This design comes from an exercise in tuning for small area, a short achievable clock period and few clock cycles on the open sky130 flow, not from production work.
Where RTL was checked, it was by simulation tests only, not by an equivalence proof against the original.
Power is estimated from default activity; no workload was simulated.

Setup of build 70:
Design vad_unit, start of the top module:
module vad_unit (
    input  wire        clk,
    input  wire        rst,           
    input  wire        cmd_valid,
    output wire        cmd_ready,
    input  wire [1:0]  cmd_op,        
    input  wire [31:0] cmd_arg,       
    input  wire [31:0] cmd_blen,      
    input  wire        s_valid,
    output wire        s_ready,
    input  wire [31:0] s_data,
    output wire        iv_valid,
    input  wire        iv_ready,
    output wire [15:0] iv_data,
    output wire        iv_last,
    output wire [1:0]  iv_mode,
    output wire        iv_reset,
    input  wire        vd_valid,
    input  wire [1:0]  vd_code,
    output wire        done,
    output wire [31:0] result,
    output wire        rate_reject,
    output wire [31:0] hist_err,
    output wire [31:0] hist_sil,
    output wire [31:0] hist_voice,
    output wire [31:0] hist_noise,
    output wire [31:0] vad_rate,
    output wire [10:0] vad_flen,
    output wire [10:0] vad_off,
    output wire [1:0]  vad_mode
);
==> flow/config.mk <==
export PLATFORM = sky130hd
export DESIGN_NAME = vad_unit
export DESIGN_NICKNAME = vad_unit
export VERILOG_FILES = /design/flow/design.v
export SDC_FILE = /design/flow/constraint.sdc
export NUM_CORES = 4
export LEC_CHECK = 0
export CAP_MARGIN = 20
export CORE_MARGIN = 2
export CORE_UTILIZATION = 60
export CTS_CLUSTER_DIAMETER = 80
export CTS_CLUSTER_SIZE = 30
export SLEW_MARGIN = 20
==> flow/constraint.sdc <==
create_clock -name core_clock -period 8.0 [get_ports {clk}]
set_input_delay 1.6000 -clock core_clock [delete_from_list [all_inputs] [get_ports {clk}]]
set_output_delay 1.6000 -clock core_clock [all_outputs]
set_load 0.01 [all_outputs]
standard.sh (not shown) runs the stock make flow with config.mk's settings and CLKGATE_MAP_FILE= SYNTH_SCRIPT=/design/flow/synth_recipe.tcl, a recipe that flattens the netlist after the stock synthesis.
==> flow/flow/run.sh <==
#!/bin/bash
set -euo pipefail
SETUP_MARGIN=${SETUP_MARGIN:-5.25}
bash standard.sh \
    "BUFFER_PORTS_ARGS=-buffer_cell sky130_fd_sc_hd__buf_1" \
    "SETUP_SLACK_MARGIN=${SETUP_MARGIN}" \
    finish > flow_make.log 2>&1
test -f out/final.def
Testbench counts of build 70, summed over its fixed seeds: cycles 282,724.
For build 31, these inputs were changed with respect to build 70:
-- flow/flow/run.sh --
<<< build 70, line 3
SETUP_MARGIN=${SETUP_MARGIN:-5.25}
>>> build 31, line 3
SETUP_MARGIN=${SETUP_MARGIN:-5.6}
Results
Compared to build 70, build 31 has wire length per cell 9.3% higher.
Compared with build 70, build 31 shows a lower setup slack.
Final critical path time including I/O delays and setup, build 70 and build 31: smaller value in build 70
The total power of build 31 exceeds that of build 70 by about 3.5%.
Relative to build 70, design area has increased by 0.0018 mm² in build 31.
Setup changes, build 31 to build 22
- CTS_CLUSTER_DIAMETER: 80 -> 50
- CTS_BUF_LIST: unset -> sky130_fd_sc_hd__clkbuf_8
- CTS_CLUSTER_SIZE: 30 -> 20
-- flow/flow/run.sh --
<<< build 31, line 3
SETUP_MARGIN=${SETUP_MARGIN:-5.6}
>>> build 22, line 3
SETUP_MARGIN=${SETUP_MARGIN:-5.2}
Diff build 22..build 31 | synthesized instance count | unchanged
The leakage power figure in build 22 was lower than what build 31 gave.
Diff build 31 -> build 22: wire length -about 15%; worst setup slack saw a decrease; global-route usage decreased 3.2 points.
[compare] base=build 31 new=build 22: total design power rose 42 µW; maximum VDD drop rose 3.0%; area added between synthesis and finish fell 10 points.
Between build 22 and build 31, the worst hold slack does not differ in any meaningful way.
Build 31 -> build 22: number of multi-input logic gates flat
Setup changes, build 22 to build 2
- CTS_CLUSTER_DIAMETER now 80, was 50
- CTS_BUF_LIST no longer set, was sky130_fd_sc_hd__clkbuf_8
- CORE_UTILIZATION now 65, was 60
- CTS_CLUSTER_SIZE now 30, was 20
-- flow/flow/run.sh --
<<< build 22, line 3
SETUP_MARGIN=${SETUP_MARGIN:-5.2}
>>> build 2, line 3
SETUP_MARGIN=${SETUP_MARGIN:-5.25}
[summary]
- For build 2, the highest routed metal layer was met5, unlike build 22, where it was met4.
- Sort build 22 and build 2 by final critical delay including setup and external delays desc -> top: build 22
- Changes observed in build 2 relative to build 22: post-cts gate resize count -13, largest voltage drop on the vdd net +7.6%.
Here is what was changed in the inputs of build 13 compared with build 2.
- PLACE_DENSITY: unset -> 0.75
- CORE_UTILIZATION: 65 -> 60
-- flow/flow/run.sh --
<<< build 2, line 3
SETUP_MARGIN=${SETUP_MARGIN:-5.25}
>>> build 13, line 3
SETUP_MARGIN=${SETUP_MARGIN:-5.2}
==> run notes <==
- Build 2 vs build 13, highest routed metal layer: met5 vs met4
- Build 13 vs. build 2: fraction of final layout cells sized beyond drive strength 1 lower, cell area lower, total power roughly the same, non-clock buffer count lower, final worst setup slack lower.
- Run comparison: build 2 worst setup path endpoint result[16]; build 13 worst setup path endpoint b_t[0]
Input-level comparison between build 81 and build 13:
- PLACE_DENSITY no longer set, was 0.75
-- flow/flow/run.sh --
<<< build 13, line 3
SETUP_MARGIN=${SETUP_MARGIN:-5.2}
>>> build 81, line 3
SETUP_MARGIN=${SETUP_MARGIN:-5.40}
--- outcome ---
Looking at cell type of the slowest stage on the worst timing path, the sky130_fd_sc_hd__or4_1 result is from build 13; the sky130_fd_sc_hd__dfxtp_4 one comes from build 81.
Going from build 13 to build 81, number of fillers in the final layout decreased about 1%, netlist area before placement level, sum of internal, switching and leakage power increased by about 1.5% relative to the old numbers, combinational power +about 10%.
Looking at destination of the critical timing path, the result[2] result is from build 81; the b_t[0] one comes from build 13.
Looking at half-perimeter wire length after placement, build 81 sits 0.67% below build 13.

== the baseline ==
Another version of the RTL of vad_unit (not shown whole).
For scale: about 1800 cells after synthesis.
export LEC_CHECK = 0
export CAP_MARGIN = 20
export CORE_MARGIN = 2
export CORE_UTILIZATION = 40
export SETUP_SLACK_MARGIN = 5
export SLEW_MARGIN = 20
create_clock -name core_clock -period 8.0 [get_ports {clk}]
run.sh (not shown) runs the stock make flow with config.mk's settings and CLKGATE_MAP_FILE= SYNTH_SCRIPT=/design/flow/synth_recipe.tcl, a recipe that flattens the netlist after the stock synthesis.
Stock flow here: none of the scripts above is used.
The baseline: done, clean on timing, DRC and antenna
[inputs] the candidate vs the baseline
# the baseline
export LEC_CHECK = 0
export CAP_MARGIN = 20
export CORE_MARGIN = 2
export CORE_UTILIZATION = 40
export SETUP_SLACK_MARGIN = 5
export SLEW_MARGIN = 20
create_clock -name core_clock -period 8.0 [get_ports {clk}]
# the candidate
export LEC_CHECK = 0
export CAP_MARGIN = 20
export CORE_MARGIN = 2
export CORE_UTILIZATION = 40
export SLEW_MARGIN = 20
create_clock -name core_clock -period 8.0 [get_ports {clk}]
### Flow results
- Utilization for the candidate: 0.52 points down relative to the baseline
- The achievable clock frequency of the candidate falls short of that of the baseline by 11 MHz.
- Of the candidate and the baseline, the higher post-route total power belongs to the candidate.
No functional check of the RTL was part of any run of this note.

run 1:
vad_unit, a different RTL version from the one above (not shown whole).
Size in the first run: ~2000 cells after synthesis, ~350 I/O pins, about 0.017 mm2 of cells after synthesis.
Design vad_unit, start of the top module:
module vad_unit (
    input  wire        clk,
    input  wire        rst,           
    input  wire        cmd_valid,
    output wire        cmd_ready,
    input  wire [1:0]  cmd_op,        
    input  wire [31:0] cmd_arg,       
    input  wire [31:0] cmd_blen,      
    input  wire        s_valid,
    output wire        s_ready,
    input  wire [31:0] s_data,
    output wire        iv_valid,
    input  wire        iv_ready,
    output wire [15:0] iv_data,
    output wire        iv_last,
    output wire [1:0]  iv_mode,
    output wire        iv_reset,
    input  wire        vd_valid,
    input  wire [1:0]  vd_code,
    output wire        done,
    output wire [31:0] result,
    output wire        rate_reject,
    output wire [31:0] hist_err,
    output wire [31:0] hist_sil,
    output wire [31:0] hist_voice,
    output wire [31:0] hist_noise,
    output wire [31:0] vad_rate,
    output wire [10:0] vad_flen,
  ...
export LEC_CHECK = 0
export ABC_AREA = 1
export CAP_MARGIN = 20
export CORE_MARGIN = 2
export CORE_UTILIZATION = 40
export CTS_CLUSTER_DIAMETER = 80
export CTS_CLUSTER_SIZE = 30
export SLEW_MARGIN = 20
create_clock -name core_clock -period 8.0 [get_ports {clk}]
standard.sh (not shown) runs the stock make flow with config.mk's settings and CLKGATE_MAP_FILE= SYNTH_SCRIPT=/design/flow/synth_recipe.tcl, a recipe that flattens the netlist after the stock synthesis.
==> flow/flow/run.sh <==
#!/bin/bash
set -euo pipefail
SETUP_MARGIN=${SETUP_MARGIN:-5.0}
bash standard.sh \
    "BUFFER_PORTS_ARGS=-buffer_cell sky130_fd_sc_hd__buf_1" \
    "SETUP_SLACK_MARGIN=${SETUP_MARGIN}" \
    finish > flow_make.log 2>&1
test -f out/final.def
Having completed the whole flow, run 1 delivered a layout that passed the timing, DRC and antenna checks.
[inputs] run 2 vs run 1
Settings: clearing ABC_AREA, which used to be 1.
--- a/flow/flow/run.sh
+++ b/flow/flow/run.sh
@@ -2,3 +2,3 @@
 set -euo pipefail
-SETUP_MARGIN=${SETUP_MARGIN:-5.0}
+SETUP_MARGIN=${SETUP_MARGIN:-5.2}
 bash standard.sh \
==> comparison <==
[diff] worst-case hold slack, run 2 relative to run 1: regression
On final critical-path required period: run 2 sits above run 1.
The growth of design area from synthesis to finish of run 2 is higher than that of run 1.
Re clock power share: run 2 and run 1 aren't equal, and the lower value belongs to run 2.
Looking at fmax, run 2 sits about 0.8% below run 1.
Fraction of area in registers is higher on run 2
Compared run 2 vs run 1, and count of placed standard cells in the final layout, fillers left out is down in run 2.
Re worst hold path stage count: run 1 was lower than run 2.
Compared with run 1, run 2 shows a lower biggest cell delay along the critical path.
On count of cell instances traversed by the critical path, the lower figure sits with run 1, not run 2.
Compared to run 1, the routing of run 2 uses less wire.
Modified inputs, run 3 compared to run 2
Settings: CTS_CLUSTER_DIAMETER now 60, was 80; CTS_CLUSTER_SIZE now 40, was 30.
--- a/flow/flow/run.sh
+++ b/flow/flow/run.sh
@@ -2,3 +2,3 @@
 set -euo pipefail
-SETUP_MARGIN=${SETUP_MARGIN:-5.2}
+SETUP_MARGIN=${SETUP_MARGIN:-5.0}
 bash standard.sh \
[summary]
Final cell utilization of the core was lower in the run labelled run 3.
Synthesis-to-finish area growth was higher in the run labelled run 2.
A start point of the critical path of crdy is what run 3 shows, while r_all belongs to run 2.
Summary — relative max-transition margin, run 3 relative to run 2: lower, by 0.20 points.
Looking at power share of the clock group, run 3 sits above run 2.
Clock buffer count in the final layout for run 3 is higher than for run 2.
Run 3 vs. run 2: actual slew at the worst max-slew pin saw little to no change, number of standard cells in the layout, taps in and fillers out closely matched the old numbers.
Setup slack: run 3 vs run 2 down 45 ps
Input changes introduced in run 4 (baseline for comparison: run 3):
Settings: CTS_CLUSTER_DIAMETER: 60 -> 80; CTS_CLUSTER_SIZE: 40 -> 30.
Findings:
- Taking run 3 as the reference, in run 4 fraction of the core area covered by cells at the end of the flow now sits lower, fraction of power consumed by combinational cells now sits higher, worst vdd rail ir drop now sits lower.
- Between run 3 and run 4, clock-pin slew on the worst setup and hold paths is higher for run 4, run 3 comes in under that.
- Run 4 vs. run 3: number of non-filler instances in the completed layout went down by 14.
- Number of cells on the critical path ended up 4 higher on run 4 than on run 3.
Function was not checked in any run of this note: the RTL went through the layout flow alone.

## lagoon
Another version of the RTL of vad_unit (not shown whole).
For scale: about 340 flip-flops, ~350 I/O pins, about 14000 um^2 of cells after synthesis.
export LEC_CHECK = 0
export CAP_MARGIN = 20
export CORE_MARGIN = 2
export CORE_UTILIZATION = 60
export CTS_CLUSTER_DIAMETER = 80
export CTS_CLUSTER_SIZE = 30
export SLEW_MARGIN = 20
create_clock -name core_clock -period 8.0 [get_ports {clk}]
==> flow/flow/run.sh <==
#!/bin/bash
set -euo pipefail
SETUP_MARGIN=${SETUP_MARGIN:-5.0}
bash standard.sh \
    "BUFFER_PORTS_ARGS=-buffer_cell sky130_fd_sc_hd__buf_1" \
    "SETUP_SLACK_MARGIN=${SETUP_MARGIN}" \
    finish > flow_make.log 2>&1
test -f out/final.def
Every stage of the flow completed for lagoon, and the final layout passed the timing, DRC and antenna checks.
Testbench counts of lagoon, summed over its fixed seeds: cycles 282,724.
## Diff of input files: violet against lagoon
-- flow/flow/run.sh --
<<< lagoon, line 2
set -euo pipefail
SETUP_MARGIN=${SETUP_MARGIN:-5.0}
bash standard.sh \
>>> violet, line 2
set -euo pipefail
SETUP_MARGIN=${SETUP_MARGIN:-5.15}
bash standard.sh \
-- flow/config.mk --
<<< lagoon, line 9
export CORE_MARGIN = 2
export CORE_UTILIZATION = 60
export CTS_CLUSTER_DIAMETER = 80
>>> violet, line 9
export CORE_MARGIN = 2
export CORE_UTILIZATION = 40
export CTS_CLUSTER_DIAMETER = 80
Notes after the runs:
In the metrics for violet and lagoon, the one carrying the higher met1 wire length is violet. Going from lagoon to violet, internal power consumption saw an increase; insertion delay to the later sink of the worst-skew pair saw an increase; clock buffer and inverter area fraction after layout saw an increase; headroom to the max-slew limit saw a decrease. Critical path's slowest cell = sky130_fd_sc_hd__dfxtp_4: violet; critical path's slowest cell = sky130_fd_sc_hd__fa_1: lagoon.
Modified inputs, cedar compared to violet
-- flow/flow/run.sh --
<<< violet, line 2
set -euo pipefail
SETUP_MARGIN=${SETUP_MARGIN:-5.15}
bash standard.sh \
>>> cedar, line 2
set -euo pipefail
SETUP_MARGIN=${SETUP_MARGIN:-4.7}
bash standard.sh \
-- flow/config.mk --
<<< violet, line 9
export CORE_MARGIN = 2
export CORE_UTILIZATION = 40
export CTS_CLUSTER_DIAMETER = 80
>>> cedar, line 9
export CORE_MARGIN = 2
export CORE_UTILIZATION = 60
export CTS_CLUSTER_DIAMETER = 80
## What came out
Compared with violet, cedar shows a total routed wire length on the met1 layer that is 790 um lower. The final reports for cedar and violet show overall power after layout lower in the former. cedar against violet: wire length saw a decrease, count of multi-input gates has decreased, utilization of the core after routing increased 19 points. Result for violet and cedar: all clean. [cedar] number of iterations in the first detailed-routing pass rose 1 relative to violet.

vad_unit with an RTL version that a note above also has.
For scale: about 350 flip-flops, roughly 350 I/O pins.
clock: 8.0 ns
lec_check: 0
cap_margin: 20
core_margin: 2
core_utilization: 60
cts_cluster_diameter: 80
cts_cluster_size: 30
slew_margin: 20
==> flow/flow/run.sh <==
#!/bin/bash
set -euo pipefail
SETUP_MARGIN=${SETUP_MARGIN:-5.0}
bash standard.sh \
    "BUFFER_PORTS_ARGS=-buffer_cell sky130_fd_sc_hd__buf_1" \
    "SETUP_SLACK_MARGIN=${SETUP_MARGIN}" \
    finish > flow_make.log 2>&1
test -f out/final.def
Testbench counts at the start, summed over its fixed seeds: cycles 282,724.
Change:
--- a/flow/flow/run.sh
+++ b/flow/flow/run.sh
@@ -3 +3 @@
-SETUP_MARGIN=${SETUP_MARGIN:-5.0}
+SETUP_MARGIN=${SETUP_MARGIN:-5.3}
Non-clock buffer count went up by 16.
Worst setup slack improved by 0.13 ns.
Final cell count went up by 0.90%.
Final area went up by 3.3%.
Critical path depth stays the same.
Count of clock-buffer cells in the layout went down by 1.
Change:
--- a/flow/flow/run.sh
+++ b/flow/flow/run.sh
@@ -3 +3 @@
-SETUP_MARGIN=${SETUP_MARGIN:-5.3}
+SETUP_MARGIN=${SETUP_MARGIN:-5.2}
Routed wire length went down by a few percent.
Register-to-register slack is worse by 0.06 ns.
Total power stays flat.
Change:
--- a/flow/flow/run.sh
+++ b/flow/flow/run.sh
@@ -3 +3 @@
-SETUP_MARGIN=${SETUP_MARGIN:-5.2}
+SETUP_MARGIN=${SETUP_MARGIN:-5.25}
CORE_UTILIZATION = 55   (was 60)
Routed wire length came out higher by 4.0%.
Setup slack stays flat.
Count of clock-buffer cells in the layout grows by 1.
Clock power decreases by about 1%.
Fmax stays flat.
Change:
--- a/flow/flow/run.sh
+++ b/flow/flow/run.sh
@@ -3 +3 @@
-SETUP_MARGIN=${SETUP_MARGIN:-5.25}
+SETUP_MARGIN=${SETUP_MARGIN:-5.2}
CORE_UTILIZATION = 60   (was 55)
CTS_CLUSTER_DIAMETER = 70   (was 80)
CTS_CLUSTER_SIZE = 36   (was 30)
Result: Global-route usage went up by 0.29 points. Fmax barely changes. Combinational power came out lower by about 2%. Worst hold slack loses 0.0054 ns.

what the ideal ports hide:
No port has a modelled driver above. Below, the same layouts with a new extraction and two added sets of constraints.
Step 1, drivers: a clkbuf_16 drives clk and a buf_2 each remaining input, both assumed.
Step 2 moves the port delays by t, midway between the first and last clock arrival at a register: inputs arrive t later, outputs are due t later. That takes back most of the time a late clock gives input paths.
a / b / c = ideal / step 1 / step 2; a / b = the first two.
run	t, ns	setup slack, ns	worst hold slack (ns)	worst register clock-pin slew, ns	cell pins on the clock port's net
build 70	0.548	5.216 / 5.166 / 4.777	0.453 / 0.453 / 0.453	0.11 / 0.11	1
build 31	0.548	5.200 / 5.152 / 4.784	0.446 / 0.446 / 0.446	0.11 / 0.11	1
build 22	0.645	5.071 / 5.025 / 4.653	0.444 / 0.444 / 0.444	0.11 / 0.11	1
build 2	0.548	5.225 / 5.175 / 4.734	0.448 / 0.448 / 0.448	0.11 / 0.11	1
build 13	0.542	5.208 / 5.180 / 4.685	0.455 / 0.455 / 0.455	0.12 / 0.12	1
build 81	0.557	5.204 / 5.154 / 4.764	0.455 / 0.455 / 0.455	0.12 / 0.12	1
the baseline	0.605	3.851 / 3.851 / 3.851	0.413 / 0.413 / 0.413	0.06 / 0.06	1
the candidate	0.595	3.652 / 3.652 / 3.652	0.416 / 0.416 / 0.416	0.06 / 0.06	1
run 1	0.597	5.161 / 5.108 / 4.633	0.475 / 0.475 / 0.475	0.11 / 0.11	1
run 2	0.574	5.138 / 5.090 / 4.738	0.446 / 0.446 / 0.446	0.11 / 0.11	1
run 3	0.605	5.093 / 5.043 / 4.525	0.451 / 0.451 / 0.451	0.08 / 0.08	1
run 4	0.585	5.101 / 5.058 / 4.545	0.457 / 0.457 / 0.457	0.11 / 0.11	1
lagoon	0.555	5.080 / 5.066 / 4.590	0.449 / 0.449 / 0.449	0.12 / 0.12	1
violet	0.578	5.125 / 5.075 / 4.603	0.447 / 0.447 / 0.447	0.11 / 0.11	1
cedar	0.542	4.831 / 4.852 / 4.310	0.449 / 0.449 / 0.449	0.11 / 0.11	1
the first run of note 5	0.555	5.090 / 5.040 / 4.564	0.448 / 0.448 / 0.448	0.11 / 0.11	1
the second run of note 5	0.546	5.219 / 5.169 / 4.759	0.453 / 0.453 / 0.453	0.11 / 0.11	1
the third run of note 5	0.550	5.220 / 5.171 / 4.733	0.449 / 0.449 / 0.449	0.11 / 0.11	1
the fourth run of note 5	0.546	5.219 / 5.170 / 4.716	0.446 / 0.446 / 0.446	0.11 / 0.11	1
the fifth run of note 5	0.556	5.214 / 5.166 / 4.714	0.441 / 0.441 / 0.441	0.12 / 0.12	1
After both steps every run listed still meets setup and hold. The setup slack of run 3, which loses most, moves by -0.050 ns with the drivers and by -0.568 ns with both steps.
